This design comes from an exercise in tuning for small area, a short achievable clock period and few clock cycles on the open sky130 flow, not from production work. At most, simulation tests tie the RTL to the original design; equivalence was not proved.

==> flow/design.v (excerpt) <==
module als_core (
    input  wire        clk,
    input  wire        rst,           
    input  wire        cmd_valid,
    input  wire [31:0] cmd_cw,
    input  wire [31:0] cmd_opd,
    output reg         busy,
    output reg         rsp_valid,
    output reg  [2:0]  rsp_status,
    output wire [31:0] rsp_result
);
Size: ~4,700 cells after synthesis, about 110 flip-flops, ~100 I/O pins, about 33,000 µm² of cells after synthesis.
==> flow/config.mk <==
export PLATFORM = sky130hd
export DESIGN_NAME = als_core
export DESIGN_NICKNAME = als_core
export VERILOG_FILES = /design/flow/design.v
export SDC_FILE = /design/flow/constraint.sdc
export NUM_CORES = 4
export LEC_CHECK = 0
export ABC_AREA = 1
export CAP_MARGIN = 20
export CORE_MARGIN = 2
export CORE_UTILIZATION = 40
export SETUP_SLACK_MARGIN = 4.0
export SLEW_MARGIN = 20
==> flow/constraint.sdc <==
create_clock -name core_clock -period 10.0 [get_ports {clk}]
set_input_delay 2.0000 -clock core_clock [delete_from_list [all_inputs] [get_ports {clk}]]
set_output_delay 2.0000 -clock core_clock [all_outputs]
set_load 0.01 [all_outputs]
run.sh (not shown) runs the stock make flow with config.mk's settings and CLKGATE_MAP_FILE= SYNTH_SCRIPT=/design/flow/synth_recipe.tcl, a recipe that flattens the netlist after the stock synthesis.
Testbench counts at the start, summed over its fixed seeds: cycles 8,288.
Next try:
--- a/flow/design.v
+++ b/flow/design.v
@@ -1031,30 +1031,28 @@
     reg  [3:0]  res_sh;
     reg         res_acc;     
     reg  signed [42:0] acc;
     reg  [1:0]         pstep;
     wire [24:0] res_shifted = res_val >> res_sh;
     assign rsp_result = res_acc   ? {5'd0, acc[40:14]} :
                         res_shift ? {15'd0, res_shifted[16] & res_b16, res_shifted[15:0]} :
                                     {16'd0, res_val[15:0]};
+    reg  [16:0] lux_l;
+    wire [19:0] lbe = {2'b00, lux_l, 1'b0};
     reg  [8:0]  bone;
     reg  [8:0]  btwo;
     reg  [7:0]  bneg;
-    wire [19:0] lbe = {2'b00, lval, 1'b0};
-    reg  [8:0]  bone_n;
-    reg  [8:0]  btwo_n;
-    reg  [7:0]  bneg_n;
     integer i;
     always @(*) begin
         for (i = 0; i < 9; i = i + 1) begin
-            bone_n[i] = lbe[2*i+1] ^ lbe[2*i];
-            btwo_n[i] = (lbe[2*i+2] & ~lbe[2*i+1] & ~lbe[2*i]) |
-                        (~lbe[2*i+2] & lbe[2*i+1] & lbe[2*i]);
-            if (i < 8) bneg_n[i] = lbe[2*i+2] & ~(lbe[2*i+1] & lbe[2*i]);
+            bone[i] = lbe[2*i+1] ^ lbe[2*i];
+            btwo[i] = (lbe[2*i+2] & ~lbe[2*i+1] & ~lbe[2*i]) |
+                      (~lbe[2*i+2] & lbe[2*i+1] & lbe[2*i]);
+            if (i < 8) bneg[i] = lbe[2*i+2] & ~(lbe[2*i+1] & lbe[2*i]);
         end
     end
     wire [43:0] acc_x = {acc[42], acc};
     wire [43:0] acc_2 = {acc, 1'b0};
     wire [43:0] pq0 = ({44{bone[0]}} & acc_x | {44{btwo[0]}} & acc_2) ^ {44{bneg[0]}};
     wire [43:0] pp0 = {~pq0[43], pq0[42:0]};
     wire [43:0] pq1 = ({44{bone[1]}} & acc_x | {44{btwo[1]}} & acc_2) ^ {44{bneg[1]}};
     wire [43:0] pp1 = {~pq1[43], pq1[42:0]};
@@ -2771,33 +2769,29 @@
             busy       <= 1'b0;
             rsp_valid  <= 1'b0;
             rsp_status <= ST_OK;
             res_val    <= 25'd0;
             res_shift  <= 1'b0;
             res_b16    <= 1'b0;
             res_sh     <= 4'd0;
             res_acc    <= 1'b0;
-            bone       <= 9'd0;
-            btwo       <= 9'd0;
-            bneg       <= 8'd0;
+            lux_l      <= 17'd0;
             acc        <= 43'sd0;
             pstep      <= 2'd0;
         end else if (busy) begin
             pstep <= pstep + 2'd1;
             acc   <= acc_next;
             if (pstep == 2'd3) begin
                 busy      <= 1'b0;
                 rsp_valid <= 1'b1;
                 res_acc   <= 1'b1;
             end
         end else begin
-            bone  <= bone_n;
-            btwo  <= btwo_n;
-            bneg  <= bneg_n;
+            lux_l <= lval;
             pstep <= 2'd0;
             if (cmd_valid) begin
                 acc        <= D4;
                 busy       <= need_poly;
                 rsp_valid  <= ~need_poly;
                 rsp_status <= imm_status;
                 res_val    <= imm_value;
                 res_shift  <= imm_shift;
Outcome:
- The new run produced a clean layout
- global-route usage rose by 1.9 points
- synthesized cell count rose by 3.7%
- non-clock buffer count fell by 27
- cell count rose by 2.5%
- via count rose by 1.5%
- utilization fell by 0.17 points
- critical path depth rose by 3
- count of clock-buffer cells in the layout stays the same
- hold slack improves by 0.0040 ns
- final area fell by 0.36%
- setup slack degrades by 0.078 ns
- area after synthesis barely changes
Function not checked in the second run of this note: the RTL went through the layout flow alone.

========
als_core with an RTL version that a note above also has.
Size in the first run: roughly 4,300 cells after synthesis, ~99 flip-flops, about 100 I/O pins.
Settings: LEC_CHECK=0, ABC_AREA=1, CAP_MARGIN=20, CORE_MARGIN=2, CORE_UTILIZATION=40, SETUP_SLACK_MARGIN=4.25, SLEW_MARGIN=20; clock period 10.0 ns.
standard.sh (not shown) runs the stock make flow with config.mk's settings and CLKGATE_MAP_FILE= SYNTH_SCRIPT=/design/flow/synth_recipe.tcl, a recipe that flattens the netlist after the stock synthesis.
==> flow/flow/run.sh <==
#!/bin/bash
# The standard layout (standard.sh, unchanged) with two settings:
# - SYNTH_ARGS=-noabc: Yosys's synth command skips its quick ABC pass, so
#   the full adders are extracted from the RTL's own carry-save trees (the
#   final ABC mapping with the flow's script still runs). Registers and
#   their names are those of the standard synthesis.
# - the port buffers are buf_4 cells instead of the default
#   clkdlybuf4s50_1 delay cells; every port is still buffered.
set -euo pipefail
export SYNTH_ARGS=-noabc
export BUFFER_PORTS_ARGS="-buffer_cell sky130_fd_sc_hd__buf_4"
bash standard.sh > standard_make.log 2>&1
The baseline finished clean.
Rerun with:
--- a/flow/design.v
+++ b/flow/design.v
@@ -1029,32 +1029,34 @@
     reg         res_shift;
     reg         res_b16;
     reg  [3:0]  res_sh;
     reg         res_acc;     
     reg  signed [42:0] acc;
     reg  [1:0]         pstep;
     wire [24:0] res_shifted = res_val >> res_sh;
     assign rsp_result = res_acc   ? {5'd0, acc[40:14]} :
                         res_shift ? {15'd0, res_shifted[16] & res_b16, res_shifted[15:0]} :
                                     {16'd0, res_val[15:0]};
-    reg  [16:0] lux_l;
-    wire [19:0] lbe = {2'b00, lux_l, 1'b0};
     reg  [8:0]  bone;
     reg  [8:0]  btwo;
     reg  [7:0]  bneg;
+    wire [19:0] lbe = {2'b00, lval, 1'b0};
+    reg  [8:0]  bone_n;
+    reg  [8:0]  btwo_n;
+    reg  [7:0]  bneg_n;
     integer i;
     always @(*) begin
         for (i = 0; i < 9; i = i + 1) begin
-            bone[i] = lbe[2*i+1] ^ lbe[2*i];
-            btwo[i] = (lbe[2*i+2] & ~lbe[2*i+1] & ~lbe[2*i]) |
-                      (~lbe[2*i+2] & lbe[2*i+1] & lbe[2*i]);
-            if (i < 8) bneg[i] = lbe[2*i+2] & ~(lbe[2*i+1] & lbe[2*i]);
+            bone_n[i] = lbe[2*i+1] ^ lbe[2*i];
+            btwo_n[i] = (lbe[2*i+2] & ~lbe[2*i+1] & ~lbe[2*i]) |
+                        (~lbe[2*i+2] & lbe[2*i+1] & lbe[2*i]);
+            if (i < 8) bneg_n[i] = lbe[2*i+2] & ~(lbe[2*i+1] & lbe[2*i]);
         end
     end
     wire [43:0] acc_x = {acc[42], acc};
     wire [43:0] acc_2 = {acc, 1'b0};
     wire [43:0] pq0 = ({44{bone[0]}} & acc_x | {44{btwo[0]}} & acc_2) ^ {44{bneg[0]}};
     wire [43:0] pp0 = {~pq0[43], pq0[42:0]};
     wire [43:0] pq1 = ({44{bone[1]}} & acc_x | {44{btwo[1]}} & acc_2) ^ {44{bneg[1]}};
     wire [43:0] pp1 = {~pq1[43], pq1[42:0]};
     wire [43:0] pq2 = ({44{bone[2]}} & acc_x | {44{btwo[2]}} & acc_2) ^ {44{bneg[2]}};
     wire [43:0] pp2 = {~pq2[43], pq2[42:0]};
@@ -2767,33 +2769,37 @@
     always @(posedge clk) begin
         if (rst) begin
             busy       <= 1'b0;
             rsp_valid  <= 1'b0;
             rsp_status <= ST_OK;
             res_val    <= 25'd0;
             res_shift  <= 1'b0;
             res_b16    <= 1'b0;
             res_sh     <= 4'd0;
             res_acc    <= 1'b0;
-            lux_l      <= 17'd0;
+            bone       <= 9'd0;
+            btwo       <= 9'd0;
+            bneg       <= 8'd0;
             acc        <= 43'sd0;
             pstep      <= 2'd0;
         end else if (busy) begin
             pstep <= pstep + 2'd1;
             acc   <= acc_next;
             if (pstep == 2'd3) begin
                 busy      <= 1'b0;
                 rsp_valid <= 1'b1;
                 res_acc   <= 1'b1;
             end
         end else begin
-            lux_l <= lval;
+            bone  <= bone_n;
+            btwo  <= btwo_n;
+            bneg  <= bneg_n;
             pstep <= 2'd0;
             if (cmd_valid) begin
                 acc        <= D4;
                 busy       <= need_poly;
                 rsp_valid  <= ~need_poly;
                 rsp_status <= imm_status;
                 res_val    <= imm_value;
                 res_shift  <= imm_shift;
                 res_b16    <= imm_b16;
                 res_sh     <= imm_sh;
The new run passed the timing, design-rule and antenna checks.
Routed wire length fell by a few percent.
Design area fell by a few percent.
Clock-buffer cell count came out lower by 1.
Worst setup slack improves by 0.16 ns.
Non-clock buffer count drops by 53.
Fmax rises by a few percent.
Sequential share of layout area rises by 0.78 points.
Critical path depth is lower by 7.
First-iteration DRC count drops by a quarter to a third.
Testbench counts after the change, summed over its fixed seeds: cycles 8,288.
Only the layout flow was run in the first run of this note; the RTL was not checked for function there.

separate check: timing with driven ports:
No port has a modelled driver above. Below, the same layouts with a new extraction and two added sets of constraints. Step 1: set_driving_cell puts a clkbuf_16 on clk and a buf_2 on each other input, an assumption about the parent block. Step 2 also shifts input and output timing later by t, the mid clock arrival at the registers, as if the neighbouring blocks saw the same clock. Slacks: ideal ports / drivers / drivers and shift; pairs: ideal ports / drivers.
run	shift t [ns]	slack for setup (ns)	worst data-port slew with drivers (ns)
the first run of note 1	0.470	4.175 / 4.199 / 3.745	0.04
the second run of note 1	0.478	4.097 / 4.097 / 3.720	0.05
the first run of note 2	0.436	4.234 / 4.191 / 3.755	0.24
the second run of note 2	0.465	4.389 / 4.363 / 3.898	0.16
After both steps every run listed still meets setup and hold. The setup slack of the second run of note 2, which loses most, moves by -0.026 ns with the drivers and by -0.491 ns with both steps.
